This design comes from an exercise in tuning for small area, a short achievable clock period and few clock cycles per item on the open sky130 flow, not from production work.
RTL that was checked went through simulation tests only; none was proved equivalent to the original.
For runs 1 and 2, only the layout was checked, not whether the RTL still works.

<file path="design/flow/design.v">
module aes_sbox_p1 (input wire [7:0] a, output wire [11:0] m);
    function [3:0] gm4; input [3:0] x, y; reg [3:0] r, t; integer i;
        begin r = 4'h0; t = x; for (i = 0; i < 4; i = i + 1) begin if (y[i]) r = r ^ t; t = {t[2:0], 1'b0} ^ (t[3] ? 4'h9 : 4'h0); end gm4 = r; end
    endfunction
    function [3:0] ginv4; input [3:0] d;
        case (d)
            4'h0: ginv4 = 4'h0;
            4'h1: ginv4 = 4'h1;
            4'h2: ginv4 = 4'hc;
            4'h3: ginv4 = 4'h8;
            4'h4: ginv4 = 4'h6;
            4'h5: ginv4 = 4'hf;
            4'h6: ginv4 = 4'h4;
            4'h7: ginv4 = 4'he;
            4'h8: ginv4 = 4'h3;
            4'h9: ginv4 = 4'hd;
            4'ha: ginv4 = 4'hb;
            4'hb: ginv4 = 4'ha;
            4'hc: ginv4 = 4'h2;
            4'hd: ginv4 = 4'h9;
            4'he: ginv4 = 4'h7;
            4'hf: ginv4 = 4'h5;
            default: ginv4 = 4'h0;
        endcase
    endfunction
    wire [7:0] c;
    assign c[0] = a[0] ^ a[1] ^ a[2] ^ a[6] ^ a[7];
    assign c[1] = a[1] ^ a[2] ^ a[5] ^ a[6] ^ a[7];
    assign c[2] = a[2] ^ a[5];
    assign c[3] = a[3];
    assign c[4] = a[4] ^ a[6] ^ a[7];
    assign c[5] = a[2] ^ a[3];
    assign c[6] = a[1] ^ a[2] ^ a[3] ^ a[4] ^ a[5] ^ a[6];
    assign c[7] = a[1] ^ a[4] ^ a[6] ^ a[7];
    wire [3:0] h = c[7:4], l = c[3:0];
    wire [3:0] d = gm4(gm4(h, h), 4'h8) ^ gm4(h, l) ^ gm4(l, l);
    assign m = {h, l, d};
endmodule
module aes_sbox_p2 (input wire [11:0] m, output wire [7:0] y);
    function [3:0] gm4; input [3:0] x, y; reg [3:0] r, t; integer i;
        begin r = 4'h0; t = x; for (i = 0; i < 4; i = i + 1) begin if (y[i]) r = r ^ t; t = {t[2:0], 1'b0} ^ (t[3] ? 4'h9 : 4'h0); end gm4 = r; end
    endfunction
    function [3:0] ginv4; input [3:0] d;
        case (d)
            4'h0: ginv4 = 4'h0;
            4'h1: ginv4 = 4'h1;
            4'h2: ginv4 = 4'hc;
            4'h3: ginv4 = 4'h8;
            4'h4: ginv4 = 4'h6;
            4'h5: ginv4 = 4'hf;
            4'h6: ginv4 = 4'h4;
            4'h7: ginv4 = 4'he;
            4'h8: ginv4 = 4'h3;
            4'h9: ginv4 = 4'hd;
            4'ha: ginv4 = 4'hb;
            4'hb: ginv4 = 4'ha;
            4'hc: ginv4 = 4'h2;
            4'hd: ginv4 = 4'h9;
            4'he: ginv4 = 4'h7;
            4'hf: ginv4 = 4'h5;
            default: ginv4 = 4'h0;
        endcase
    endfunction
    wire [3:0] h = m[11:8], l = m[7:4], di = ginv4(m[3:0]);
    wire [7:0] ci = {gm4(h, di), gm4(h ^ l, di)};
    assign y[0] = ~(ci[0] ^ ci[1] ^ ci[4]);
    assign y[1] = ~(ci[0] ^ ci[2]);
    assign y[2] = ci[0];
    assign y[3] = ci[0] ^ ci[1] ^ ci[4] ^ ci[6];
    assign y[4] = ci[0] ^ ci[3] ^ ci[4];
    assign y[5] = ~(ci[1] ^ ci[3] ^ ci[4]);
    assign y[6] = ~(ci[4] ^ ci[6] ^ ci[7]);
    assign y[7] = ci[2] ^ ci[4] ^ ci[5];
endmodule
module aes256_core (
    input  wire         clk,
    input  wire         rst,         
    input  wire         in_valid,
    output wire         in_ready,
    input  wire [255:0] key,
    input  wire [127:0] block_in,
    output wire         out_valid,
    output wire [127:0] block_out
);
    function [7:0] xtime;
        input [7:0] b;
        xtime = {b[6:0], 1'b0} ^ (b[7] ? 8'h1b : 8'h00);
    endfunction
    function [31:0] mix_column;
        input [31:0] col;
        reg [7:0] a0, a1, a2, a3, t;
        begin
            a0 = col[31:24];
            a1 = col[23:16];
            a2 = col[15:8];
            a3 = col[7:0];
            t  = a0 ^ a1 ^ a2 ^ a3;
            mix_column[31:24] = a0 ^ t ^ xtime(a0 ^ a1);
            mix_column[23:16] = a1 ^ t ^ xtime(a1 ^ a2);
            mix_column[15:8]  = a2 ^ t ^ xtime(a2 ^ a3);
            mix_column[7:0]   = a3 ^ t ^ xtime(a3 ^ a0);
        end
    endfunction
    function [7:0] rcon_of;
        input [3:0] r;
        case (r)
            4'd1:    rcon_of = 8'h01;
            4'd3:    rcon_of = 8'h02;
            4'd5:    rcon_of = 8'h04;
            4'd7:    rcon_of = 8'h08;
            4'd9:    rcon_of = 8'h10;
            4'd11:   rcon_of = 8'h20;
            4'd13:   rcon_of = 8'h40;
            default: rcon_of = 8'h00;
        endcase
    endfunction
    reg          b1, b2, b3;
    reg  [3:0]   r1, r2, r3;
    reg  [127:0] s1;           
    reg  [191:0] s2;           
    reg  [127:0] s3;           
    reg  [255:0] k1, k2, k3;   
    reg  [47:0]  km2;          
    reg  [31:0]  kt3;          
    reg          rdy;          
    wire last3 = (r3 == 4'd14);
    wire load  = !b3 | last3;   
    assign out_valid = b3 & last3;
    assign in_ready  = rdy;
    wire [127:0] ark = s1 ^ k1[255:128];
    wire [191:0] s2_d;
    wire [47:0]  km2_d;
    wire [31:0]  sw_in = k1[31:0];
    genvar gi;
    generate
        for (gi = 0; gi < 16; gi = gi + 1) begin : g_sa
            aes_sbox_p1 u_p1 (.a(ark[127-8*gi -: 8]), .m(s2_d[191-12*gi -: 12]));
        end
        for (gi = 0; gi < 4; gi = gi + 1) begin : g_ka
            aes_sbox_p1 u_p1 (.a(sw_in[31-8*gi -: 8]), .m(km2_d[47-12*gi -: 12]));
        end
    endgenerate
    wire [127:0] s3_d;
    wire [31:0]  sw_out;
    generate
        for (gi = 0; gi < 16; gi = gi + 1) begin : g_sb
            aes_sbox_p2 u_p2 (.m(s2[191-12*gi -: 12]), .y(s3_d[127-8*gi -: 8]));
        end
        for (gi = 0; gi < 4; gi = gi + 1) begin : g_kb
            aes_sbox_p2 u_p2 (.m(km2[47-12*gi -: 12]), .y(sw_out[31-8*gi -: 8]));
        end
    endgenerate
    wire [31:0] kt3_d = r2[0] ? {sw_out[23:0], sw_out[31:24]} ^ {rcon_of(r2), 24'h0}
                              : sw_out;
    wire [127:0] shifted;
    generate
        for (gi = 0; gi < 16; gi = gi + 1) begin : g_shift
            localparam integer R = gi % 4;
            localparam integer C = gi / 4;
            localparam integer SRC = R + 4 * ((C + R) % 4);
            assign shifted[127-8*gi -: 8] = s3[127-8*SRC -: 8];
        end
    endgenerate
    wire [127:0] mixed;
    generate
        for (gi = 0; gi < 4; gi = gi + 1) begin : g_mix
            assign mixed[127-32*gi -: 32] = mix_column(shifted[127-32*gi -: 32]);
        end
    endgenerate
    assign block_out = shifted ^ k3[127:0];
    wire [31:0] nw0 = k3[255:224] ^ kt3;
    wire [31:0] nw1 = k3[223:192] ^ nw0;
    wire [31:0] nw2 = k3[191:160] ^ nw1;
    wire [31:0] nw3 = k3[159:128] ^ nw2;
    always @(posedge clk) begin
        if (rst) begin
            b1  <= 1'b0;
            b2  <= 1'b0;
            b3  <= 1'b0;
            rdy <= 1'b1;
        end else begin
            rdy <= !b2 | (r2 == 4'd14);
            b1 <= load ? in_valid : b3;
            b2 <= b1;
            b3 <= b2;
        end
    end
    always @(posedge clk) begin
        if (load) begin
            r1 <= 4'd1;
            s1 <= block_in;
            k1 <= key;
        end else begin
            r1 <= r3 + 4'd1;
            s1 <= mixed;
            k1 <= {k3[127:0], nw0, nw1, nw2, nw3};
        end
        r2  <= r1;
        s2  <= s2_d;
        k2  <= k1;
        km2 <= km2_d;
        r3  <= r2;
        s3  <= s3_d;
        k3  <= k2;
        kt3 <= kt3_d;
    end
endmodule
</file>
<file path="design/flow/run.sh">
#!/bin/bash
# synth_recipe.tcl (not shown) runs the flow's synth.tcl, then flattens the netlist and writes it again
# the make line also repeats each setting of config.mk as NAME=value (left out here)
make -C /OpenROAD-flow-scripts/flow DESIGN_CONFIG=/design/flow/config.mk WORK_HOME=/design/flow/orfs CLKGATE_MAP_FILE= SYNTH_SCRIPT=/design/flow/synth_recipe.tcl finish
</file>
<file path="design/flow/config.mk">
export PLATFORM = sky130hd
export DESIGN_NAME = aes256_core
export DESIGN_NICKNAME = aes256_core
export VERILOG_FILES = /design/flow/design.v
export SDC_FILE = /design/flow/constraint.sdc
export NUM_CORES = 4
export LEC_CHECK = 0
export ABC_AREA = 1
export CAP_MARGIN = 20
export CELL_PAD_IN_SITES_DETAIL_PLACEMENT = 1
export CELL_PAD_IN_SITES_GLOBAL_PLACEMENT = 2
export CORE_MARGIN = 2
export CORE_UTILIZATION = 45
export PLACE_DENSITY = 0.6
export SETUP_SLACK_MARGIN = 4.0
export SLEW_MARGIN = 20
</file>
<file path="design/flow/constraint.sdc">
create_clock -name core_clock -period 8.0 [get_ports {clk}]
set_input_delay 1.6000 -clock core_clock [delete_from_list [all_inputs] [get_ports {clk}]]
set_output_delay 1.6000 -clock core_clock [all_outputs]
set_load 0.01 [all_outputs]
</file>
==> reports/metrics.yaml, run 1 <==
drt.antenna.violating_nets: 0
vias_per_cell: 5.06
path_cells: "xor2_4 > clkdlybuf4s50_1"
status: "no timing/DRC/antenna violations"
setup_tns_ns: 0
fin_area_sq_um: 79000
rows: 140
cp-end-kind: "primary output"
cts.sinks: 1308
cts-root-buf: "clkbuf_16"
cts_tree: "done"
path_max_fanout: 5
dieArea_sq_um: 151000
worstMarginPinSlew_ns: 1.16
start_util_pct: 45.5
synth_top_area_cell: "dfxtp_1"
synth.top_cells.by_area: "dfxtp_1 39%, nand2_1 17%, xor2_1 13%, xnor2_1 12%, nand3_1 4.0%"
initialDrtViolationCount: 3116
netlist_area_sq_um: 66400
clk_pin_slew_ns: 0.06
slew_viol_final: 0
nets: 9644
clockBufferDepth: 3
fmax_ghz: 0.249
wirelength_um: 241000
seq_area_frac_synth_pct: 39.4
cp.arrival_ns: 2.41
ys.flop_type: "dfxtp_1"
post_cts_buffers: 0
fp.dieH_um: 388
period_share_pct: 50.2
cp.required_ns: 6.40
grt_max_degree: 117
yosysMostFrequentCell: "nand2_1"
min_period_ns: 4.01
antenna_found_initial: 23
hp-class: "reg2reg"
globalRouteMet1Util_pct: 41.6
grt_first_pass_wirelength_um: 361000
vias: 57100
maxCapViolCount: 0
gr-total-overflow: 0
setup_viol: 0
clkLatencyLatePin_ns: 0.80
rsz0062_at_grt: "true"
grt_use_met3_pct: 4.66
ys_async_sr_fraction_pct: 0
ys_ff_latch: 1308
path_buf_inv: 1
placed_area_sq_um: 73600
io_pins: 517
firstDrtPassIters: 5
grt_pass1_vias: 58700
synth_edf_count: 0
gp_congestion: 0.960
critical-path-max-stage-delay_ns: 0.68
port_buffers: 516
busiest_layer: "met2"
track_usage_pct: 31.5
dp_hpwl_um: 195000
worstSetupStartpointType: "flop"
h-tree-depth: 4
routedWlPerCell_um: 21.4
cp_slowest_cell: "dfxtp_1"
timing.slew.headroom_pct: 22.1
drc: 0
syn_nets: 9084
synth_top_area_share_pct: 39.4
numCtsBuffers: 145
synth_commonest_cells: "2965 x nand2_1, 1308 x dfxtp_1, 996 x xor2_1, 876 x xnor2_1, 598 x inv_1"
clock_skew_ns: 0.0226
crit_type: "reg2out"
cp_top_family: "flip-flops"
die_w_um: 388
synthCells: 8682
hold_viol: 0
yosysWarnings: 3
nFillCells: 17800
grt_use_met2_pct: 51.5
syn_to_final_growth_pct: 18.9
syn_avg_cell_area_sq_um: 7.65
yosysUniqueCellTypes: 46
core_area_sq_um: 146000
hold_buffers: 0
drive_gt1_share_pct: 5.41
[cell type report]
type                       instances  area (sq um)  share of cell area, %
tap                             1917          2400                   3.04
clock inverter                    79          1180                   1.49
clock buffer                     185          3970                   5.03
inverter                         613          2310                   2.92
antenna                            7          17.5                 0.0222
multi-input combinational       6645         37600                   47.7
sequential                      1308         26200                   33.2
timing repair buffer             529          5260                   6.66
[state kept, by name, indices dropped and copies added, names as in the netlist, 64 cells and up]
signal and flops:
k2 252, s3 128, g_sb.u_p2.di 64, s2 128
k1 256, k3 256, s1 128
[worst register-to-register path, cell delays in order (launching register included)]
cell and delay [ns]:
dfxtp_1 0.35, inv_1 0.07, ha_1 0.17, nand3_2 0.14
nand2_4 0.62, buf_4 0.72, buf_4 1.07, o21ai_0 0.33
[routing by layer]
layer | vias up | part of all wire, %
li1 | 27800 | -
met1 | 27600 | 45
met2 | 1301 | 46
met3 | 365 | 4.7
met4 | 20 | 4.4
met5 | - | 0.053
[logic make-up (layout without fill, tap and decap cells)]
logic type      count (synthesis)  in the layout  synth area share (%)
other cells                     0              7                     0
buf+inv                       729           1406                  4.14
simple gates                 4268           4268                  26.3
xor+xnor                     1946           1946                  26.6
mux                             4              4                0.0603
fa+ha+maj                      16             16                 0.298
flops                        1308           1308                  39.4
compound gates                411            411                  3.16
[final timing paths]
path	endpoint	slack, ns	cells after the start	from
min reg2reg	k3[138]$_DFF_P_	0.31	0	k2[138]$_DFF_P_
max	block_out[46]	3.99	2	s3[110]$_DFF_P_
min	k3[138]$_DFF_P_	0.31	0	k2[138]$_DFF_P_
max reg2reg	s1[31]$_DFF_P_	4.36	7	r3[0]$_DFF_P_
[cells in the final DEF, fill, tap and decap left out, drive strengths merged, types with 30 or more instances in the layout]
cell / count
a21oi: 30
clkbuf: 185
clkdlybuf4s50: 516
clkinv: 37
dfxtp: 1308
inv: 621
nand2: 3040
nand3: 540
nand3b: 54
nand4: 36
nor2: 496
o21ai: 362
or2: 87
xnor2: 920
xor2: 1025
[metrics by stage]
stage | setup slack, ns | utilization [%] | hold slack, ns | cells
after floorplan | 5.43 | - | 0.310 | 8682
after global placement | 4.54 | 50.4 | 0.310 | 11000
after detailed placement | 4.48 | 50.4 | 0.313 | 11000
after CTS | 3.88 | 54.0 | 0.312 | 11300
after global routing | 3.96 | 54.0 | 0.322 | 11300
final | 3.99 | 54.1 | 0.313 | 11300
[what timing repair did]
item                       in CTS  in global routing
gates cloned                    0                  0
resized for setup              23                  5
setup endpoints to repair      20                  6
pin swaps                       0                  1
==> inputs of run 2 (changes only) <==
--- a/design/flow/config.mk
+++ b/design/flow/config.mk
@@ -14,3 +14,3 @@
 export PLACE_DENSITY = 0.6
-export SETUP_SLACK_MARGIN = 4.0
+export SETUP_SLACK_MARGIN = 5.0
 export SLEW_MARGIN = 20
==> run 2 against run 1 <==
Critical endpoint is now out_valid. Routed wire length rose by 5.9%. Register-to-register slack improved by 0.55 ns. First-iteration DRC count rose by 17%. Largest cell class unchanged. Global-route usage rose by 1.4 points. Die area did not move. Synthesized cell count did not move. Clock skew rose by 0.0080 ns.
==> reports/metrics.yaml, run 2 <==
cts.sinks: 1308
regToRegSetupSlack_ns: 4.91
r2r_cells: 6
status: "no timing/DRC/antenna violations"
yosysMostFrequentCell: "nand2_1"
vias: 58500
gp_congestion: 0.960
hp-class: "reg2reg"
synth_edf_count: 0
synth_top_area_share_pct: 39.4
reg_top3: "k1: 256 flops, k3: 256 flops, k2: 252 flops"
dieArea_sq_um: 151000
holdPathEnd: "k3[98]$_DFF_P_"
clock_skew_ns: 0.0305
yosysUniqueCellTypes: 46
grt_pass1_vias: 60600
fmax_ghz: 0.302
worstSetupStartpointType: "flop"
clk_pin_slew_ns: 0.06
timing.slew.headroom_pct: 13.2
initialDrtViolationCount: 3631
gr-total-overflow: 0
synthCells: 8682
drt.antenna.violating_nets: 0
routedWlPerCell_um: 22.3
h-tree-depth: 4
grt_first_pass_wirelength_um: 375000
port_buffers: 516
core_area_sq_um: 146000
clockBufferDepth: 3
min_path_cells: 0
cp-end-kind: "primary output"
cp.arrival_ns: 1.72
antenna_found_initial: 25
worstMarginPinSlew_ns: 1.30
r2r_end: "s1[66]$_DFF_P_"
synth.top_cells.by_area: "dfxtp_1 39%, nand2_1 17%, xor2_1 13%, xnor2_1 12%, nand3_1 4.0%"
rsz0062_at_grt: "true"
cts_tree: "done"
nets: 9811
r2r-start: "r3[1]$_DFF_P_"
ys_ff_latch: 1308
cts-root-buf: "clkbuf_16"
crit_type: "reg2out"
maxCapViolCount: 0
hold_viol: 0
drive_gt1_share_pct: 13.9
fp.dieH_um: 388
slew_viol_final: 0
min_period_ns: 3.32
place_ws_ns: 4.48
start_util_pct: 45.5
syn_to_final_growth_pct: 25.6
die_w_um: 388
hp-start: "k2[98]$_DFF_P_"
setup_tns_ns: 0
numCtsBuffers: 145
mostFrequentLayoutCell: "nand2_1"
ys.flop_type: "dfxtp_1"
synth_commonest_cells: "2965 x nand2_1, 1308 x dfxtp_1, 996 x xor2_1, 876 x xnor2_1, 598 x inv_1"
vias_per_cell: 5.11
netlist_area_sq_um: 66400
io_pins: 517
yosysWarnings: 3
hold_buffers: 0
clkLatencyLatePin_ns: 0.80
path_max_fanout: 3
firstDrtPassIters: 8
setup_viol: 0
seq_area_frac_synth_pct: 39.4
synth_top_area_cell: "dfxtp_1"
rows: 140
track_usage_pct: 32.9
fin_ws_ns: 4.68
grt_max_degree: 117
period_share_pct: 41.5
wirelength_um: 256000
final_cell_mix: "2946 x nand2_1, 1001 x dfxtp_1, 848 x xor2_1"
drc: 0
ys_async_sr_fraction_pct: 0
syn_avg_cell_area_sq_um: 7.65
syn_nets: 9084
dp_hpwl_um: 195000
cp.required_ns: 6.40
## run 2: cell counts after synthesis
No cell type changed its count.
## run 2: how the worst max path moves through the flow
stage | cells past startpoint | slack (ns) | to | from
after global routing | 5 | 4.63 | out_valid | r3[0]$_DFF_P_
after detailed placement | 2 | 4.48 | block_out[46] | s3[110]$_DFF_P_
after CTS | 5 | 4.64 | out_valid | r3[0]$_DFF_P_
after floorplan | 23 | 5.43 | g_sb[13].u_p2.di[3]$_DFF_P_ | k1[145]$_DFF_P_
final | 4 | 4.68 | out_valid | r3[1]$_DFF_P_
after global placement | 2 | 4.54 | block_out[46] | s3[110]$_DFF_P_
## run 2: timing repair
item                                   in CTS  in global routing
setup endpoints to repair                 360                409
buffers inserted                          130                 37
gates resized for setup                  1146                277
pin swaps                                 100                 69
endpoints found under the hold margin       0                  0
## run 2: final cells by class
cell class | instances | area [sq um]
inverter | 613 | 2320
clock inverter | 79 | 1180
fill | 17500 | 62700
clock buffer | 185 | 3970
antenna | 6 | 15.0
sequential | 1308 | 27000
multi-input combinational | 6645 | 40300
timing repair buffer | 696 | 6180
tap | 1917 | 2400
## run 2: cell families (layout without fill, tap and decap cells)
group | count (synthesis) | in the layout | share of synthesized area, %
and+or+nand+nor | 4268 | 4268 | 26.3
xor gates and xnor gates | 1946 | 1946 | 26.6
DFF | 1308 | 1308 | 39.4
buffers and inverters | 729 | 1573 | 4.14
AOI/OAI and AO/OA | 411 | 411 | 3.16
adders and majority gates | 16 | 16 | 0.298
muxes | 4 | 4 | 0.0603
other | 0 | 6 | 0
## run 2: metrics by stage
stage	util [%]	cell area, sq um	hold slack, ns	instances
after global placement	50.4	73600	0.310	11000
after floorplan	-	66400	0.310	8682
after global routing	57.1	83400	0.325	11400
final	57.1	83400	0.315	11400
after CTS	55.8	81500	0.312	11400
after detailed placement	50.4	73600	0.313	11000
## run 2: metal layers
layer / global-route usage [%] / up-vias / routed length [um]
met3: 5.04 / 439 / 14400
met2: 53.4 / 1563 / 117000
li1: - / 28000 / -
met1: 42.4 / 28400 / 109000
met4: 16.9 / 20 / 14400
met5: 0 / - / 127
## run 2: worst max-delay path, stage by stage (launching register included)
cell and delay [ns]:
dfxtp_2 0.37, ha_4 0.15, nand3_4 0.08, nor2_4 0.19, buf_6 0.13
==> inputs of run 3 (changes only) <==
--- a/design/flow/design.v
+++ b/design/flow/design.v
@@ -103,2 +103,10 @@
     endfunction
+    function [127:0] shift_rows;
+        input [127:0] s;
+        integer i;
+        begin
+            for (i = 0; i < 16; i = i + 1)
+                shift_rows[127-8*i -: 8] = s[127-8*((i % 4) + 4 * (((i / 4) + (i % 4)) % 4)) -: 8];
+        end
+    endfunction
     function [7:0] rcon_of;
@@ -124,7 +132,9 @@
     reg  [31:0]  kt3;          
-    reg          rdy;          
-    wire last3 = (r3 == 4'd14);
-    wire load  = !b3 | last3;   
-    assign out_valid = b3 & last3;
+    reg  [127:0] res;          
+    reg          l1, l2;       
+    reg          load, loadk, rdy, done;
+    wire         last2 = (r2 == 4'd14);
     assign in_ready  = rdy;
+    assign out_valid = done;
+    assign block_out = res;
     wire [127:0] ark = s1 ^ k1[255:128];
@@ -154,11 +164,4 @@
                               : sw_out;
-    wire [127:0] shifted;
-    generate
-        for (gi = 0; gi < 16; gi = gi + 1) begin : g_shift
-            localparam integer R = gi % 4;
-            localparam integer C = gi / 4;
-            localparam integer SRC = R + 4 * ((C + R) % 4);
-            assign shifted[127-8*gi -: 8] = s3[127-8*SRC -: 8];
-        end
-    endgenerate
+    wire [127:0] res_d = shift_rows(s3_d) ^ k2[127:0];
+    wire [127:0] shifted = shift_rows(s3);
     wire [127:0] mixed;
@@ -169,3 +172,2 @@
     endgenerate
-    assign block_out = shifted ^ k3[127:0];
     wire [31:0] nw0 = k3[255:224] ^ kt3;
@@ -176,11 +178,17 @@
         if (rst) begin
-            b1  <= 1'b0;
-            b2  <= 1'b0;
-            b3  <= 1'b0;
-            rdy <= 1'b1;
+            b1   <= 1'b0;
+            b2   <= 1'b0;
+            b3   <= 1'b0;
+            load  <= 1'b1;
+            loadk <= 1'b1;
+            rdy   <= 1'b1;
+            done <= 1'b0;
         end else begin
-            rdy <= !b2 | (r2 == 4'd14);
-            b1 <= load ? in_valid : b3;
-            b2 <= b1;
-            b3 <= b2;
+            b1   <= load ? in_valid : b3;
+            b2   <= b1;
+            b3   <= b2;
+            load  <= !b2 | last2;
+            loadk <= !b2 | l2;
+            rdy   <= !b2 | (r2[3:1] == 3'b111);
+            done <= b2 & last2;
         end
@@ -190,10 +198,15 @@
             r1 <= 4'd1;
+            l1 <= 1'b0;
             s1 <= block_in;
-            k1 <= key;
         end else begin
             r1 <= r3 + 4'd1;
+            l1 <= (r3 == 4'd13);
             s1 <= mixed;
+        end
+        if (loadk)
+            k1 <= key;
+        else
             k1 <= {k3[127:0], nw0, nw1, nw2, nw3};
-        end
         r2  <= r1;
+        l2  <= l1;
         s2  <= s2_d;
@@ -205,2 +218,3 @@
         kt3 <= kt3_d;
+        res <= res_d;
     end
==> run 3 against run 2 <==
Still clean on timing, DRC and antenna. Area after synthesis rose by 7.5%. Global-route usage fell by 1.7 points. Clock-buffer cell count rose by 27. Non-clock buffer count fell by 140. Sequential share of layout area rose by 1.5 points. Cell area rose by 2.5%. Worst setup slack improved by 0.35 ns. First-iteration DRC count rose by 0.61%. Clock skew rose by 0.0020 ns. Critical endpoint unchanged. Largest cell class unchanged. Highest routed layer unchanged.
==> reports/metrics.yaml, run 3 <==
syn_nets: 9953
worstSetupStartpointType: "flop"
dp_hpwl_um: 205000
track_usage_pct: 31.2
gp_congestion: 0.943
initialDrtViolationCount: 3653
clk_pin_slew_ns: 0.06
cp_top_family: "flip-flops"
nets: 10600
cts-root-buf: "clkbuf_16"
rsz0062_at_grt: "true"
synth_edf_count: 0
mostFrequentLayoutCell: "nand2_1"
drc: 0
io_pins: 517
cp_slowest_cell: "dfxtp_1"
yosysUniqueCellTypes: 50
cts.sinks: 1441
fmax_ghz: 0.338
port_buffers: 516
drive_gt1_share_pct: 8.09
timing.slew.headroom_pct: 16.0
hold_viol: 0
syn_to_final_growth_pct: 19.8
final_cell_mix: "3539 x nand2_1, 1363 x dfxtp_1, 816 x xnor2_1"
yosysMostFrequentCell: "nand2_1"
clock_skew_ns: 0.0326
synth_top_area_share_pct: 40.4
routedWlPerCell_um: 21.0
synth.top_cells.by_area: "dfxtp_1 40%, nand2_1 19%, xnor2_1 11%, xor2_1 10%, nand3_1 4.6%"
cp.arrival_ns: 1.36
maxCapViolCount: 0
slew_viol_final: 0
cp-end-kind: "primary output"
antenna_found_initial: 16
path_max_fanout: 1
critical-path-max-stage-delay_ns: 0.35
cp.required_ns: 6.40
die_w_um: 402
clkLatencyLatePin_ns: 0.80
firstDrtPassIters: 7
utilization_pct: 54.1
ys.flop_type: "dfxtp_1"
netlist_area_sq_um: 71400
synth_top_area_cell: "dfxtp_1"
setup_tns_ns: 0
path_cells: "clkdlybuf4s15_2"
dieArea_sq_um: 162000
hp-class: "reg2reg"
synthCells: 9550
drt.antenna.violating_nets: 0
core_area_sq_um: 158000
vias: 62500
status: "no timing/DRC/antenna violations"
start_util_pct: 45.2
seq_area_frac_synth_pct: 40.4
crit_type: "reg2out"
worstMarginPinSlew_ns: 1.26
grt_pass1_vias: 64800
path_buf_inv: 1
fp.dieH_um: 402
grt_first_pass_wirelength_um: 387000
synth_commonest_cells: "3560 x nand2_1, 1441 x dfxtp_1, 863 x xnor2_1, 841 x xor2_1, 746 x inv_1"
numCtsBuffers: 155
yosysWarnings: 3
h-tree-depth: 4
gr-total-overflow: 0
period_share_pct: 37.0
min_period_ns: 2.96
syn_avg_cell_area_sq_um: 7.48
setup_viol: 0
rows: 146
wirelength_um: 259000
hold_buffers: 0
ys_async_sr_fraction_pct: 0
clockBufferDepth: 3
ys_ff_latch: 1441
vias_per_cell: 5.06
grt_max_degree: 168
reg_top3: "k1: 256 flops, k3: 256 flops, k2: 252 flops"
cts_tree: "done"
run 3: cell count changes after synthesis, moves of 20 or more:
cell,change
dfxtp_1,+133
or2_2,-20
inv_1,+148
nand2_2,+45
nand3_1,+124
o21ai_0,-37
nand2_1,+595
xor2_1,-155
run 3: path summary, 6_finish.rpt:
path	from	to	slack [ns]	depth (start not counted)
hold reg to reg	k1[49]$_DFF_P_	k2[49]$_DFF_P_	0.31	0
setup / recovery	done$_SDFF_PP0_	out_valid	5.04	1
setup reg to reg	s2[155]$_DFF_P_	res[70]$_DFF_P_	5.11	9
hold / removal	k1[49]$_DFF_P_	k2[49]$_DFF_P_	0.31	0
run 3: kinds of logic after synthesis:
group           share of synthesized area (%)
simple gates                             29.0
xor+xnor                                 22.7
flops                                    40.4
buf+inv                                  4.70
compound gates                           2.85
fa+ha+maj                               0.280
mux                                    0.0421
run 3: final cells by class:
class                      count  area, sq um
fill                       19500        72500
sequential                  1441        29000
clock inverter                73          986
tap                         2072         2590
multi-input combinational   7229        40300
inverter                     764         2880
antenna                       10         25.0
clock buffer                 212         4480
timing repair buffer         556         5290
run 3: stage by stage:
step                worst slack [ns]  instance area [sq um]  instances  hold WS [ns]
finish                          5.04                  85500      12400         0.311
detailed placement              4.79                  78800      12000         0.313
floorplan                       5.60                  71400       9550         0.310
CTS                             4.90                  84300      12300         0.306
global placement                4.76                  78800      12000         0.310
global route                    4.93                  85500      12400         0.315
run 3: what timing repair did:
item	in CTS	in global routing
resized for setup	418	211
pin swaps	0	13
buffers inserted	0	24
endpoints found under the setup margin	146	90
run 3: layer usage:
| metal | global-route usage, % | vias up | wire length (um) |
|---|---|---|---|
| met2 | 52.1 | 1328 | 122000 |
| met5 | 0 | - | 55 |
| met4 | 15.2 | 8 | 14000 |
| met1 | 40.1 | 30200 | 113000 |
| met3 | 3.36 | 439 | 10000 |
| li1 | - | 30500 | - |
Testbench counts of run 3, summed over its fixed seeds: cycles 26,904, blocks 1,920.
==> inputs of run 4 (changes only) <==
--- a/design/flow/config.mk
+++ b/design/flow/config.mk
@@ -9,7 +9,7 @@
 export CAP_MARGIN = 20
-export CELL_PAD_IN_SITES_DETAIL_PLACEMENT = 1
-export CELL_PAD_IN_SITES_GLOBAL_PLACEMENT = 2
+export CELL_PAD_IN_SITES_DETAIL_PLACEMENT = 0
+export CELL_PAD_IN_SITES_GLOBAL_PLACEMENT = 1
 export CORE_MARGIN = 2
-export CORE_UTILIZATION = 45
-export PLACE_DENSITY = 0.6
+export CORE_UTILIZATION = 60
+export PLACE_DENSITY = 0.72
 export SETUP_SLACK_MARGIN = 5.0
==> run 4 against run 3 <==
Cell area shrank 2.1%. Still clean. First-iteration DRC count grew 25%. Critical path depth is 4 higher. Hold slack better by 0.0094 ns. Maximum frequency fell by 0.17%. Clock skew decreased by 0.0026 ns. Synthesized cell count is the same. Sequential share of layout area rose by 0.61 points. Worst setup slack worse by 0.0051 ns. Register-to-register slack got worse by 0.08 ns.
==> reports/metrics.yaml, run 4 <==
status: "no timing/DRC/antenna violations"
hold_viol: 0
drc: 0
worst_hold_slack_ns: 0.321
period_share_pct: 37.1
cp-end-kind: "flop"
die_w_um: 349
reg_top3: "k1: 256 flops, k3: 256 flops, k2: 252 flops"
gp_congestion: 0.996
numCtsBuffers: 147
yosysWarnings: 3
grt_max_degree: 97
min_path_cells: 0
gr-total-overflow: 0
clock_skew_ns: 0.0300
crit_start: "kt3[15]$_DFF_P_"
maxCapViolCount: 0
drt.antenna.violating_nets: 0
cts.sinks: 1441
routedWlPerCell_um: 18.3
placed_cells: 11500
synth_top_area_share_pct: 40.4
vias: 60800
worstSetupStartpointType: "flop"
cp.required_ns: 8.70
port_buffers: 516
firstDrtPassIters: 7
io_pins: 517
drive_gt1_share_pct: 6.12
r2r_cells: 5
grt_first_pass_wirelength_um: 325000
hp-class: "reg2reg"
ys.flop_type: "dfxtp_1"
yosysMostFrequentCell: "nand2_1"
wirelength_um: 216000
crit_type: "reg2reg"
core_area_sq_um: 118000
seq_area_frac_synth_pct: 40.4
ys_async_sr_fraction_pct: 0
setup_viol: 0
start_util_pct: 60.5
multi_input_area_sq_um: 39600
cts_tree: "done"
fmax_ghz: 0.337
vias_per_cell: 5.16
synth_edf_count: 0
final_cell_mix: "3550 x nand2_1, 1409 x dfxtp_1, 842 x xnor2_1"
fp.dieH_um: 349
ys_ff_latch: 1441
synth.top_cells.by_area: "dfxtp_1 40%, nand2_1 19%, xnor2_1 11%, xor2_1 10%, nand3_1 4.6%"
initialDrtViolationCount: 4560
clockBufferDepth: 3
regArea_sq_um: 28900
path_max_fanout: 2
dieArea_sq_um: 122000
instances_no_fill: 11800
h-tree-depth: 4
setup_tns_ns: 0
rows: 126
cp.arrival_ns: 3.66
timing.slew.headroom_pct: 16.4
hp-start: "k1[55]$_DFF_P_"
dp_hpwl_um: 170000
hold_buffers: 0
netlist_area_sq_um: 71400
placed_area_sq_um: 78100
yosysUniqueCellTypes: 50
clk_pin_slew_ns: 0.07
synth_commonest_cells: "3560 x nand2_1, 1441 x dfxtp_1, 863 x xnor2_1, 841 x xor2_1, 746 x inv_1"
syn_avg_cell_area_sq_um: 7.48
synth_top_area_cell: "dfxtp_1"
grt_pass1_vias: 57700
antenna_found_initial: 11
slew_viol_final: 0
clkLatencyLatePin_ns: 0.78
nets: 10500
nFillCells: 9546
worstMarginPinSlew_ns: 1.25
syn_nets: 9953
mostFrequentLayoutCell: "nand2_1"
rsz0062_at_grt: "true"
min_period_ns: 2.97
syn_to_final_growth_pct: 17.3
synthCells: 9550
track_usage_pct: 34.7
r2r-start: "kt3[15]$_DFF_P_"
cts-root-buf: "clkbuf_16"
fin_area_sq_um: 83800
==> run 4: logic make-up after synthesis <==
logic type,Yosys count,synth area share [%]
simple gates,5040,29.0
flops,1441,40.4
mux,3,0.0421
xor+xnor,1776,22.7
compound gates,394,2.85
buf+inv,880,4.70
fa+ha+maj,16,0.280
==> run 4: worst paths after layout <==
path	slack [ns]	to
hold / removal	0.32	k2[55]$_DFF_P_
setup / recovery	5.03	k1[47]$_DFF_P_
hold reg to reg	0.32	k2[55]$_DFF_P_
setup reg to reg	5.03	k1[47]$_DFF_P_
==> run 4: critical path: stages, from the launching register on <==
cell and delay, ns:
dfxtp_1 0.32, xnor2_1 0.64, xor2_1 0.50, xnor2_1 0.95, nand2_1 0.34, nand2_1 0.14
==> run 4: layout make-up <==
| cell class | instances | share of cell area [%] |
|---|---|---|
| clock buffer | 200 | 5.01 |
| multi-input combinational | 7229 | 47.3 |
| clock inverter | 68 | 1.28 |
| tap | 1536 | 2.29 |
| sequential | 1441 | 34.5 |
| timing repair buffer | 535 | 6.20 |
| antenna | 1 | 0.00299 |
| inverter | 764 | 3.43 |
==> run 4: metal layers <==
metal  GRT usage, %  wire length [um]  part of all wire, %
met2           56.1             97100                   45
met4           19.3             13100                  6.1
met3           6.21             15100                  7.0
met5              0                45                0.021
met1           43.7             90300                   42
==> run 4: timing repair <==
item | 4_1_cts | 5_1_grt
pin swaps | 0 | 3
setup buffers | 0 | 3
endpoints found under the setup margin | 133 | 63
gates resized for setup | 195 | 92
==> run 4: through the flow <==
step | utilization [%] | worst slack, ns
after floorplan | - | 5.60
after global placement | 66.2 | 4.81
after detailed placement | 66.2 | 4.96
after CTS | 70.6 | 4.85
after global routing | 71.0 | 4.95
final | 71.0 | 5.03
==> inputs of run 5 (changes only) <==
==> design/flow/flow/run.sh (new file) <==
#!/bin/bash
# Standard layout flow with a higher setup repair target and plain buffers on
# the ports; each tool's output is logged by ORFS under orfs/logs.
export BUFFER_PORTS_ARGS="-buffer_cell sky130_fd_sc_hd__buf_2"
bash standard.sh SETUP_SLACK_MARGIN=5.6 finish > standard.log 2>&1
==> design/flow/standard.sh (new file) <==
#!/bin/bash
# synth_recipe.tcl (not shown) runs the flow's synth.tcl, then flattens the netlist and writes it again
# the make line also repeats each setting of config.mk as NAME=value (left out here)
make -C /OpenROAD-flow-scripts/flow DESIGN_CONFIG=/design/flow/config.mk WORK_HOME=/design/flow/orfs CLKGATE_MAP_FILE= SYNTH_SCRIPT=/design/flow/synth_recipe.tcl "${@:-finish}"
removed: design/flow/run.sh
==> run 5 against run 4 <==
Still clean. Flip-flop and latch count unchanged. Routed wire length increased by 14%. Worst setup slack improved by 0.069 ns. Global-route usage increased by 1.1 points. Die area unchanged. Synthesized cell count unchanged. Via count increased by 9.5%. Hold slack got worse by 0.0058 ns. Cell area increased by 15%.
==> reports/metrics.yaml, run 5 <==
fin_area_sq_um: 96300
numCtsBuffers: 146
cp.arrival_ns: 1.30
placed_area_sq_um: 75600
cp-end-kind: "primary output"
synthCells: 9550
status: "no timing/DRC/antenna violations"
yosysUniqueCellTypes: 50
gr-total-overflow: 0
dieArea_sq_um: 122000
timing.slew.headroom_pct: 21.9
crit_type: "reg2out"
syn_nets: 9953
routedWlPerCell_um: 20.0
hold_viol: 0
seq_area_frac_synth_pct: 40.4
synth_top_area_cell: "dfxtp_1"
grt_max_degree: 162
rows: 126
yosysMostFrequentCell: "nand2_1"
ys_ff_latch: 1441
cts-root-buf: "clkbuf_16"
mostFrequentLayoutCell: "nand2_1"
path_cells: "buf_6"
cp.required_ns: 6.40
clock_skew_ns: 0.0377
worst_hold_slack_ns: 0.315
grt_first_pass_wirelength_um: 335000
vias: 66500
dp_hpwl_um: 169000
fmax_ghz: 0.345
worstSetupStartpointType: "flop"
setup_viol: 0
firstDrtPassIters: 7
clk_pin_slew_ns: 0.07
setup_tns_ns: 0
die_w_um: 349
final_cell_mix: "2834 x nand2_1, 1076 x dfxtp_1, 668 x xnor2_1"
ys.flop_type: "dfxtp_1"
io_pins: 517
start_util_pct: 60.5
vias_per_cell: 5.41
nets: 11000
synth_edf_count: 0
fp.dieH_um: 349
nFillCells: 7428
gp_congestion: 0.966
path_buf_inv: 1
drive_gt1_share_pct: 32.3
cp_top_family: "flip-flops"
port_buffers: 516
reg_top3: "k1: 256 flops, k3: 256 flops, k2: 252 flops"
cp_slowest_cell: "dfxtp_4"
maxCapViolCount: 0
worstMarginPinSlew_ns: 1.17
track_usage_pct: 35.8
ys_async_sr_fraction_pct: 0
synth.top_cells.by_area: "dfxtp_1 40%, nand2_1 19%, xnor2_1 11%, xor2_1 10%, nand3_1 4.6%"
cts.sinks: 1441
slew_viol_final: 0
h-tree-depth: 4
period_share_pct: 36.2
antenna_found_initial: 9
clkLatencyLatePin_ns: 0.82
rsz0062_at_grt: "true"
core_area_sq_um: 118000
critical-path-max-stage-delay_ns: 0.36
regArea_sq_um: 29700
initialDrtViolationCount: 5810
multi_input_area_sq_um: 48900
grt_pass1_vias: 58800
wirelength_um: 246000
yosysWarnings: 3
syn_to_final_growth_pct: 34.9
synth_commonest_cells: "3560 x nand2_1, 1441 x dfxtp_1, 863 x xnor2_1, 841 x xor2_1, 746 x inv_1"
netlist_area_sq_um: 71400
syn_avg_cell_area_sq_um: 7.48
drc: 0
synth_top_area_share_pct: 40.4
cts_tree: "done"
min_period_ns: 2.90
hold_buffers: 0
hp-class: "reg2reg"
clockBufferDepth: 3
drt.antenna.violating_nets: 0
path_max_fanout: 1
[run 5: cell counts after synthesis]
No cell type changed its count.
[run 5: what timing repair did]
item / in CTS / in global routing
cloned: 0 / 1
pin swaps: 134 / 786
endpoints found under the setup margin: 347 / 386
buffers inserted: 125 / 398
resized for setup: 774 / 1982
[run 5: cell type report]
type	instances	area share, %
sequential	1441	30.9
antenna	3	0.00780
tap	1536	2.00
clock inverter	75	1.16
clock buffer	194	4.31
timing repair buffer	1055	7.85
inverter	764	3.05
multi-input combinational	7230	50.8
[run 5: worst paths after layout]
check	start	to	slack [ns]	cells after the start
min	k2[192]$_DFF_P_	k3[192]$_DFF_P_	0.31	0
max	res[67]$_DFF_P_	block_out[67]	5.10	1
min reg2reg	k2[192]$_DFF_P_	k3[192]$_DFF_P_	0.31	0
max reg2reg	kt3[23]$_DFF_P_	k1[23]$_DFF_P_	5.41	5
[run 5: kinds of logic (layout without fill, tap and decap cells)]
| kind of cell | count (synthesis) | count (layout) | share of synthesized area, % |
|---|---|---|---|
| compound gates | 394 | 394 | 2.85 |
| xor+xnor | 1776 | 1776 | 22.7 |
| fa+ha+maj | 16 | 16 | 0.280 |
| buf+inv | 880 | 2088 | 4.70 |
| flops | 1441 | 1441 | 40.4 |
| mux | 3 | 3 | 0.0421 |
| other cells | 0 | 3 | 0 |
| simple gates | 5040 | 5041 | 29.0 |
[run 5: per-layer routing]
layer,share of wire [%],track usage [%],routed length (um),up-vias
met5,0.0045,0,11,-
met4,7.1,19.7,17400,2
met3,6.9,5.14,16900,751
met2,47,58.2,115000,2907
met1,39,45.9,96500,31500
li1,-,-,-,31400
[run 5: through the flow]
step | util, % | instances | worst slack, ns
6_report | 81.5 | 12300 | 5.10
5_1_grt | 81.5 | 12300 | 5.09
3_5_place_dp | 64.0 | 11500 | 5.10
2_1_floorplan | - | 9550 | 5.61
4_1_cts | 72.3 | 11900 | 5.08
3_3_place_gp | 64.0 | 11500 | 5.12
==> inputs of run 6 (changes only) <==
==> design/flow/flow/run.sh (replaced) <==
#!/bin/bash
# The standard layout flow (standard.sh, ORFS), with the smallest plain
# buffer on the ports in place of ORFS's default port buffer. ORFS writes each
# tool's log under orfs/logs; standard.log holds the whole run's output.
export BUFFER_PORTS_ARGS="-buffer_cell sky130_fd_sc_hd__buf_1"
bash standard.sh finish > standard.log 2>&1
==> run 6 against run 5 <==
Still clean. Cell area down 16%. Non-clock buffer count down 516. First-iteration DRC count down 19%. Critical path depth unchanged. Routed wire length down 13%. Sequential share of layout area up 5.0 points. Global-route usage down 1.4 points. Hold slack worse by 0.0019 ns. Highest routed layer unchanged.
==> reports/metrics.yaml, run 6 <==
regToRegSetupSlack_ns: 5.16
routedWlPerCell_um: 18.2
min_period_ns: 2.98
path_buf_inv: 1
syn_nets: 9953
fp.dieH_um: 349
worstMarginPinSlew_ns: 1.31
synth_top_area_share_pct: 40.4
clk_pin_slew_ns: 0.06
yosysUniqueCellTypes: 50
synth_fa_ha_area_share_pct: 0.280
path_cells: "buf_2"
core_area_sq_um: 118000
syn_avg_cell_area_sq_um: 7.48
firstDrtPassIters: 6
synth_top_area_cell: "dfxtp_1"
yosys.area_share.simple_pct: 29.0
hold_buffers: 0
wirelength_um: 214000
placed_cells: 11500
yosysMostFrequentCell: "nand2_1"
gp_congestion: 0.999
synth_xor_area_share_pct: 22.7
track_usage_pct: 34.4
synthCells: 9550
critical-path-max-stage-delay_ns: 0.43
io_pins: 517
worstSetupStartpointType: "flop"
ys_ff_latch: 1441
crit_end: "block_out[65]"
status: "no timing/DRC/antenna violations"
syn_to_final_growth_pct: 13.0
reg_top3: "k1: 256 flops, k3: 256 flops, k2: 252 flops"
vias_per_cell: 5.16
netlist_area_sq_um: 71400
synth_compound_area_share_pct: 2.85
r2r_end: "k1[47]$_DFF_P_"
setup_tns_ns: 0
clock_skew_ns: 0.0264
antenna_found_initial: 4
rsz0062_at_grt: "true"
cp_slowest_cell: "dfxtp_1"
nets: 10500
r2r_cells: 4
crit_type: "reg2out"
hp-class: "reg2reg"
cts.sinks: 1441
setup_viol: 0
slew_viol_final: 0
synth_edf_count: 0
path_max_fanout: 1
cp_num_cells: 1
grt_max_degree: 186
drive_gt1_share_pct: 5.91
mostFrequentLayoutCell: "nand2_1"
ys.flop_type: "dfxtp_1"
synth_top_family_by_area: "simple AND/OR/NAND/NOR gates"
cp.required_ns: 6.40
cts-root-buf: "clkbuf_16"
hold_viol: 0
grt_pass1_vias: 56800
placed_area_sq_um: 74900
ys_async_sr_fraction_pct: 0
seq_area_frac_synth_pct: 40.4
numCtsBuffers: 144
grt_first_pass_wirelength_um: 323000
fin_area_sq_um: 80700
worst_hold_slack_ns: 0.313
crit_start: "res[65]$_DFF_P_"
clockBufferDepth: 3
cp.arrival_ns: 1.38
r2r-start: "loadk$_SDFF_PP1_"
yosysWarnings: 3
cp_top_family: "flip-flops"
drc: 0
port_buffers: 516
fmax_ghz: 0.336
synth_commonest_cells: "3560 x nand2_1, 1441 x dfxtp_1, 863 x xnor2_1, 841 x xor2_1, 746 x inv_1"
synth.top_cells.by_area: "dfxtp_1 40%, nand2_1 19%, xnor2_1 11%, xor2_1 10%, nand3_1 4.6%"
h-tree-depth: 4
start_util_pct: 60.5
fin_ws_ns: 5.02
dp_hpwl_um: 169000
dieArea_sq_um: 122000
rows: 126
place_ws_ns: 4.86
clkLatencyLatePin_ns: 0.77
maxCapViolCount: 0
die_w_um: 349
initialDrtViolationCount: 4693
vias: 60800
period_share_pct: 37.2
cts_tree: "done"
timing.slew.headroom_pct: 12.6
cp-end-kind: "primary output"
instances_no_fill: 11800
drt.antenna.violating_nets: 0
gr-total-overflow: 0
synthMuxAreaShare_pct: 0.0421
final_cell_mix: "3548 x nand2_1, 1417 x dfxtp_1, 843 x xnor2_1"
[run 6: repair_timing]
item / in CTS / in global routing
pin swaps: 0 / 9
endpoints found under the setup margin: 7 / 50
gates resized for setup: 8 / 97
endpoints found under the hold margin: 0 / 0
buffers inserted: 3 / 7
[run 6: per-stage QoR]
step                      utilization, %
final                               68.3
after global routing                68.3
after CTS                           67.8
after detailed placement            63.4
after global placement              63.4
after floorplan                        -
[run 6: area by class of cell]
cell class                 instances  area, sq um
multi-input combinational       7229        39700
sequential                      1441        28900
antenna                            3         7.51
timing repair buffer             539         2130
fill                            9966        37400
clock inverter                    68         1050
clock buffer                     191         4080
inverter                         764         2880
tap                             1536         1920
[run 6: worst min-delay path by stage]
stage | startpoint | end | slack (ns) | depth (start not counted)
floorplan | k1[100]$_DFF_P_ | k2[100]$_DFF_P_ | 0.31 | 0
global placement | k2[188]$_DFF_P_ | k3[188]$_DFF_P_ | 0.31 | 0
detailed placement | k2[178]$_DFF_P_ | k3[178]$_DFF_P_ | 0.31 | 0
CTS | k2[131]$_DFF_P_ | k3[131]$_DFF_P_ | 0.31 | 0
global route | k2[131]$_DFF_P_ | k3[131]$_DFF_P_ | 0.31 | 0
finish | k2[131]$_DFF_P_ | k3[131]$_DFF_P_ | 0.31 | 0
[run 6: logic make-up (layout without fill, tap and decap cells)]
group                    after synthesis  after routing
AO/OA/AOI/OAI                        394            394
XOR/XNOR                            1776           1776
adder cells (fa/ha/maj)               16             16
buffers and inverters                880           1562
flip-flops                          1441           1441
multiplexers                           3              3
other                                  0              3
AND/OR/NAND/NOR                     5040           5040
[run 6: per-layer routing]
metal  GRT usage, %  vias to the layer above  wire length, um
met3           4.23                      440            13000
met1           45.3                    28000            92300
met2           55.5                     1935            96600
met5              0                        -               11
met4           17.8                        2            12400
li1               -                    30500                -
==> inputs of run 7 (changes only) <==
--- a/design/flow/design.v
+++ b/design/flow/design.v
@@ -103,2 +103,10 @@
     endfunction
+    function [127:0] inv_shift_rows;
+        input [127:0] s;
+        integer i;
+        begin
+            for (i = 0; i < 16; i = i + 1)
+                inv_shift_rows[127-8*((i % 4) + 4 * (((i / 4) + (i % 4)) % 4)) -: 8] = s[127-8*i -: 8];
+        end
+    endfunction
     function [127:0] shift_rows;
@@ -132,3 +140,2 @@
     reg  [31:0]  kt3;          
-    reg  [127:0] res;          
     reg          l1, l2;       
@@ -138,3 +145,3 @@
     assign out_valid = done;
-    assign block_out = res;
+    assign block_out = shift_rows(s3);
     wire [127:0] ark = s1 ^ k1[255:128];
@@ -164,3 +171,3 @@
                               : sw_out;
-    wire [127:0] res_d = shift_rows(s3_d) ^ k2[127:0];
+    wire [127:0] s3_k = s3_d ^ (inv_shift_rows(k2[127:0]) & {128{l2}});
     wire [127:0] shifted = shift_rows(s3);
@@ -215,6 +222,5 @@
         r3  <= r2;
-        s3  <= s3_d;
+        s3  <= s3_k;
         k3  <= k2;
         kt3 <= kt3_d;
-        res <= res_d;
     end
==> run 7 against run 6 <==
Flip-flop and latch count decreased by 128. Clock skew decreased by 0.0029 ns. Worst setup slack got worse by 0.0041 ns.
==> reports/metrics.yaml, run 7 <==
rows: 123
maxCapViolCount: 0
fp.dieH_um: 341
syn_nets: 9508
cts_tree: "done"
hp-class: "reg2reg"
io_pins: 517
hold_viol: 0
mostFrequentLayoutCell: "nand2_1"
worstSetupStartpointType: "flop"
synth_edf_count: 0
r2r_end: "k1[8]$_DFF_P_"
utilization_pct: 68.8
seq_area_frac_synth_pct: 38.6
fin_area_sq_um: 77400
worstMarginPinSlew_ns: 1.22
slew_viol_final: 0
start_util_pct: 60.5
drc: 0
grt_first_pass_wirelength_um: 322000
final_cell_mix: "3435 x nand2_1, 1180 x dfxtp_1, 991 x xnor2_1"
track_usage_pct: 36.1
vias_per_cell: 5.24
clk_pin_slew_ns: 0.07
grt_pass1_vias: 54900
crit_type: "reg2out"
holdPathEnd: "k3[179]$_DFF_P_"
syn_to_final_growth_pct: 13.6
synth_top_area_cell: "dfxtp_1"
nFillCells: 9476
gr-total-overflow: 0
clkLatencyLatePin_ns: 0.75
placed_area_sq_um: 71600
rsz0062_at_grt: "false"
crit_start: "s3[73]$_DFF_P_"
routedWlPerCell_um: 19.2
setup_tns_ns: 0
clock_skew_ns: 0.0235
min_path_cells: 0
wirelength_um: 216000
core_area_sq_um: 112000
ys.flop_type: "dfxtp_1"
path_buf_inv: 1
cp_num_cells: 1
syn_avg_cell_area_sq_um: 7.48
synth_top_area_share_pct: 38.6
placed_cells: 11000
setup_viol: 0
hp-start: "k2[179]$_DFF_P_"
cp-end-kind: "primary output"
vias: 59200
cp.required_ns: 6.40
firstDrtPassIters: 7
path_cells: "buf_2"
die_w_um: 341
r2r-start: "loadk$_SDFF_PP1_"
drt.antenna.violating_nets: 0
cts-root-buf: "clkbuf_16"
yosysUniqueCellTypes: 45
r2r_cells: 3
cp.arrival_ns: 1.38
period_share_pct: 37.3
cp_slowest_cell: "dfxtp_2"
timing.slew.headroom_pct: 18.3
cp_top_family: "flip-flops"
instances_no_fill: 11300
port_buffers: 516
synth_commonest_cells: "3442 x nand2_1, 1313 x dfxtp_1, 1021 x xnor2_1, 751 x xor2_1, 578 x inv_1"
gp_congestion: 1.01
path_max_fanout: 5
dp_hpwl_um: 171000
numCtsBuffers: 136
dieArea_sq_um: 116000
min_period_ns: 2.98
cts.sinks: 1313
drive_gt1_share_pct: 7.87
ys_ff_latch: 1313
reg_top3: "k1: 256 flops, k3: 256 flops, k2: 252 flops"
status: "no timing/DRC/antenna violations"
synthCells: 9105
netlist_area_sq_um: 68100
clockBufferDepth: 3
nets: 10100
synth.top_cells.by_area: "dfxtp_1 39%, nand2_1 19%, xnor2_1 13%, xor2_1 9.7%, nand3_1 4.2%"
regToRegSetupSlack_ns: 5.08
critical-path-max-stage-delay_ns: 0.43
fmax_ghz: 0.335
antenna_found_initial: 23
ys_async_sr_fraction_pct: 0
h-tree-depth: 4
initialDrtViolationCount: 5088
yosysMostFrequentCell: "nand2_1"
grt_max_degree: 185
yosysWarnings: 3
## run 7: area by class of cell
type | instances | area (sq um) | area share (%)
Multi-Input combinational cell | 7065 | 39800 | 51.4
Sequential cell | 1313 | 26500 | 34.3
Clock buffer | 176 | 3880 | 5.02
Inverter | 606 | 2280 | 2.95
Timing Repair Buffer | 535 | 2130 | 2.75
Tap cell | 1500 | 1880 | 2.43
Clock inverter | 68 | 870 | 1.12
Antenna cell | 22 | 55.1 | 0.0712
## run 7: worst max-delay path by stage
stage,to,slack (ns)
floorplan,g_sb[4].u_p2.di[3]$_DFF_P_,5.62
global placement,kt3[31]$_DFF_P_,5.17
detailed placement,kt3[31]$_DFF_P_,5.19
global route,g_kb[0].u_p2.di[2]$_DFF_P_,4.99
finish,block_out[9],5.02
CTS,block_out[120],4.90
## run 7: stage by stage
| step | hold slack [ns] | setup WS [ns] |
|---|---|---|
| final | 0.310 | 5.02 |
| after global routing | 0.318 | 4.99 |
| after CTS | 0.310 | 4.90 |
| after detailed placement | 0.312 | 5.19 |
| after global placement | 0.310 | 5.17 |
| after floorplan | 0.310 | 5.62 |
## run 7: routing by layer
layer	global-route usage, %	up-vias	wire [um]
met2	55.3	2288	92900
met5	0	-	107
met4	20.3	16	14100
met3	5.37	463	16500
li1	-	29100	-
met1	49.0	27200	92800
## run 7: kinds of logic (layout without fill, tap and decap cells)
logic type | count (synthesis) | after routing | synth area share (%)
fa+ha+maj | 16 | 16 | 0.294
xor+xnor | 1870 | 1870 | 25.2
flops | 1313 | 1313 | 38.6
mux | 3 | 3 | 0.0441
simple gates | 4775 | 4775 | 28.8
buf+inv | 727 | 1385 | 4.03
compound gates | 401 | 401 | 3.05
other cells | 0 | 22 | 0
## run 7: repair_timing
action | CTS | global route
pin swaps | 0 | 10
hold buffers | 0 | 0
gates resized for setup | 147 | 109
endpoints found under the setup margin | 116 | 69
setup buffers | 0 | 8
Testbench counts of run 7, summed over its fixed seeds: cycles 26,904, blocks 1,920.
==> inputs of run 8 (changes only) <==
==> design/flow/run.sh (new file) <==
#!/bin/bash
# synth_recipe.tcl (not shown) runs the flow's synth.tcl, then flattens the netlist and writes it again
# the make line also repeats each setting of config.mk as NAME=value (left out here)
make -C /OpenROAD-flow-scripts/flow DESIGN_CONFIG=/design/flow/config.mk WORK_HOME=/design/flow/orfs CLKGATE_MAP_FILE= SYNTH_SCRIPT=/design/flow/synth_recipe.tcl finish
removed: design/flow/flow/run.sh
removed: design/flow/standard.sh
==> run 8 against run 7 <==
Critical endpoint is now block_out[92]. Sequential share of layout area fell by 1.3 points. Flip-flop and latch count stayed put. Cell area grew 5.1%. First-iteration DRC count grew 5.8%.
==> reports/metrics.yaml, run 8 <==
final_cell_mix: "3433 x nand2_1, 1156 x dfxtp_1, 986 x xnor2_1"
cp_top_family: "flip-flops"
nets: 10100
clkLatencyLatePin_ns: 0.76
cts.sinks: 1313
fp.dieH_um: 341
maxCapViolCount: 0
syn_nets: 9508
clk_pin_slew_ns: 0.07
synth_fa_ha_area_share_pct: 0.294
synth_compound_area_share_pct: 3.05
yosysWarnings: 3
cp.arrival_ns: 1.37
hold_viol: 0
gp_congestion: 1.00
path_max_fanout: 4
antenna_found_initial: 29
clockBufferDepth: 3
fmax_ghz: 0.336
synth_top_family_by_area: "simple AND/OR/NAND/NOR gates"
routedWlPerCell_um: 19.2
synth.top_cells.by_area: "dfxtp_1 39%, nand2_1 19%, xnor2_1 13%, xor2_1 9.7%, nand3_1 4.2%"
cp.required_ns: 6.40
timing.slew.headroom_pct: 18.5
ys_async_sr_fraction_pct: 0
dieArea_sq_um: 116000
worstSetupStartpointType: "flop"
clock_skew_ns: 0.0241
yosysUniqueCellTypes: 45
syn_avg_cell_area_sq_um: 7.48
mostFrequentLayoutCell: "nand2_1"
vias_per_cell: 5.28
yosys.area_share.simple_pct: 28.8
grt_first_pass_wirelength_um: 325000
cts-root-buf: "clkbuf_16"
initialDrtViolationCount: 5384
setup_viol: 0
synth_top_area_share_pct: 38.6
path_cells: "clkdlybuf4s15_2"
ys.flop_type: "dfxtp_1"
min_period_ns: 2.97
numCtsBuffers: 135
critical-path-max-stage-delay_ns: 0.39
track_usage_pct: 36.5
placed_area_sq_um: 74800
seq_area_frac_synth_pct: 38.6
grt_max_degree: 103
worstMarginPinSlew_ns: 1.21
core_area_sq_um: 112000
synth_edf_count: 0
synth_commonest_cells: "3442 x nand2_1, 1313 x dfxtp_1, 1021 x xnor2_1, 751 x xor2_1, 578 x inv_1"
cp_slowest_cell: "dfxtp_4"
drc: 0
cts_tree: "done"
rows: 123
drive_gt1_share_pct: 9.81
period_share_pct: 37.2
status: "no timing/DRC/antenna violations"
fin_area_sq_um: 81300
drt.antenna.violating_nets: 0
cp-end-kind: "primary output"
synth_xor_area_share_pct: 25.2
ys_ff_latch: 1313
hp-class: "reg2reg"
io_pins: 517
rsz0062_at_grt: "true"
start_util_pct: 60.5
dp_hpwl_um: 170000
vias: 59900
yosysMostFrequentCell: "nand2_1"
firstDrtPassIters: 6
netlist_area_sq_um: 68100
reg_top3: "k1: 256 flops, k3: 256 flops, k2: 252 flops"
synthMuxAreaShare_pct: 0.0441
die_w_um: 341
gr-total-overflow: 0
setup_tns_ns: 0
wirelength_um: 218000
syn_to_final_growth_pct: 19.3
grt_pass1_vias: 55800
crit_type: "reg2out"
slew_viol_final: 0
path_buf_inv: 1
h-tree-depth: 4
synthCells: 9105
port_buffers: 516
synth_top_area_cell: "dfxtp_1"
==> run 8: per-stage QoR <==
stage	utilization (%)	instances	hold slack, ns	worst slack, ns
after floorplan	-	9105	0.310	5.62
after global placement	66.5	11000	0.310	4.84
after detailed placement	66.5	11000	0.312	4.77
after CTS	71.4	11300	0.319	4.87
after global routing	72.2	11300	0.326	4.91
final	72.2	11300	0.316	5.03
==> run 8: layout make-up <==
type | instances | area (sq um)
Multi-Input combinational cell | 7065 | 39900
Tap cell | 1500 | 1880
Sequential cell | 1313 | 26800
Antenna cell | 18 | 45.0
Clock inverter | 61 | 858
Timing Repair Buffer | 593 | 5680
Clock buffer | 185 | 3910
Fill cell | 8898 | 31200
Inverter | 606 | 2280
==> run 8: cell families (layout without fill, tap and decap cells) <==
family	Yosys count	after routing
flip-flops	1313	1313
other	0	18
XOR/XNOR	1870	1870
AO/OA/AOI/OAI	401	401
adder cells (fa/ha/maj)	16	16
multiplexers	3	3
buffers and inverters	727	1445
AND/OR/NAND/NOR	4775	4775
==> run 8: what timing repair did <==
action	4_1_cts	5_1_grt
buffers inserted	60	7
resized for setup	666	124
hold buffers	0	0
setup endpoints to repair	204	67
pin swaps	0	13
==> run 8: worst paths after layout <==
path / slack, ns / start / endpoint / cells past startpoint
hold reg to reg: 0.32 / k1[102]$_DFF_P_ / k2[102]$_DFF_P_ / 0
setup / recovery: 5.03 / s3[92]$_DFF_P_ / block_out[92] / 1
hold / removal: 0.32 / k1[102]$_DFF_P_ / k2[102]$_DFF_P_ / 0
setup reg to reg: 5.17 / l2$_DFF_P_ / s3[7]$_DFF_P_ / 4
==> run 8: per-layer routing <==
layer | vias up | wire length, um | GRT usage, %
met2 | 2475 | 95600 | 56.8
met3 | 517 | 18000 | 6.09
li1 | 29300 | - | -
met5 | - | 106 | 0
met1 | 27600 | 91100 | 48.3
met4 | 16 | 13100 | 20.0

## static timing again, ports no longer ideal
The flow's constraints put no driver on any port. The routed layouts listed below were extracted and timed again, unchanged, in two steps. Step 1 assumes that a clkbuf_16 drives the clock port and a buf_2 every other input. Step 2 adds t to the input delays and takes it off the output delays; t is the mean of the earliest and latest rising clock arrival at the registers after step 1. Input paths then give back, and output paths get back, about the clock's delay inside the block. a / b / c = ideal / step 1 / step 2; a / b = the first two.
run	t, ns	setup WS [ns]	hold WS [ns]	latest minus earliest clock arrival (ns)	slew at the worst register clock pin (ns)
run 1	0.871	3.986 / 3.901 / 4.364	0.313 / 0.313 / 0.313	0.024 / 0.023	0.07 / 0.07
run 2	0.875	4.684 / 4.594 / 4.906	0.315 / 0.315 / 0.315	0.032 / 0.032	0.07 / 0.07
run 3	0.871	5.039 / 4.949 / 4.890	0.311 / 0.311 / 0.311	0.035 / 0.035	0.07 / 0.07
run 4	0.839	5.034 / 4.955 / 5.034	0.321 / 0.321 / 0.321	0.037 / 0.037	0.07 / 0.07
run 5	0.880	5.103 / 5.019 / 5.413	0.315 / 0.315 / 0.315	0.048 / 0.048	0.07 / 0.07
run 6	0.833	5.023 / 4.943 / 5.158	0.313 / 0.313 / 0.313	0.030 / 0.029	0.07 / 0.07
run 7	0.819	5.019 / 4.942 / 5.083	0.310 / 0.310 / 0.310	0.027 / 0.027	0.07 / 0.07
run 8	0.833	5.028 / 4.946 / 5.094	0.316 / 0.316 / 0.316	0.026 / 0.026	0.07 / 0.07
After both steps setup and hold are still met in every run listed. For run 3, which loses most, drivers alone change the setup slack by -0.090 ns; drivers and shift together by -0.149 ns.
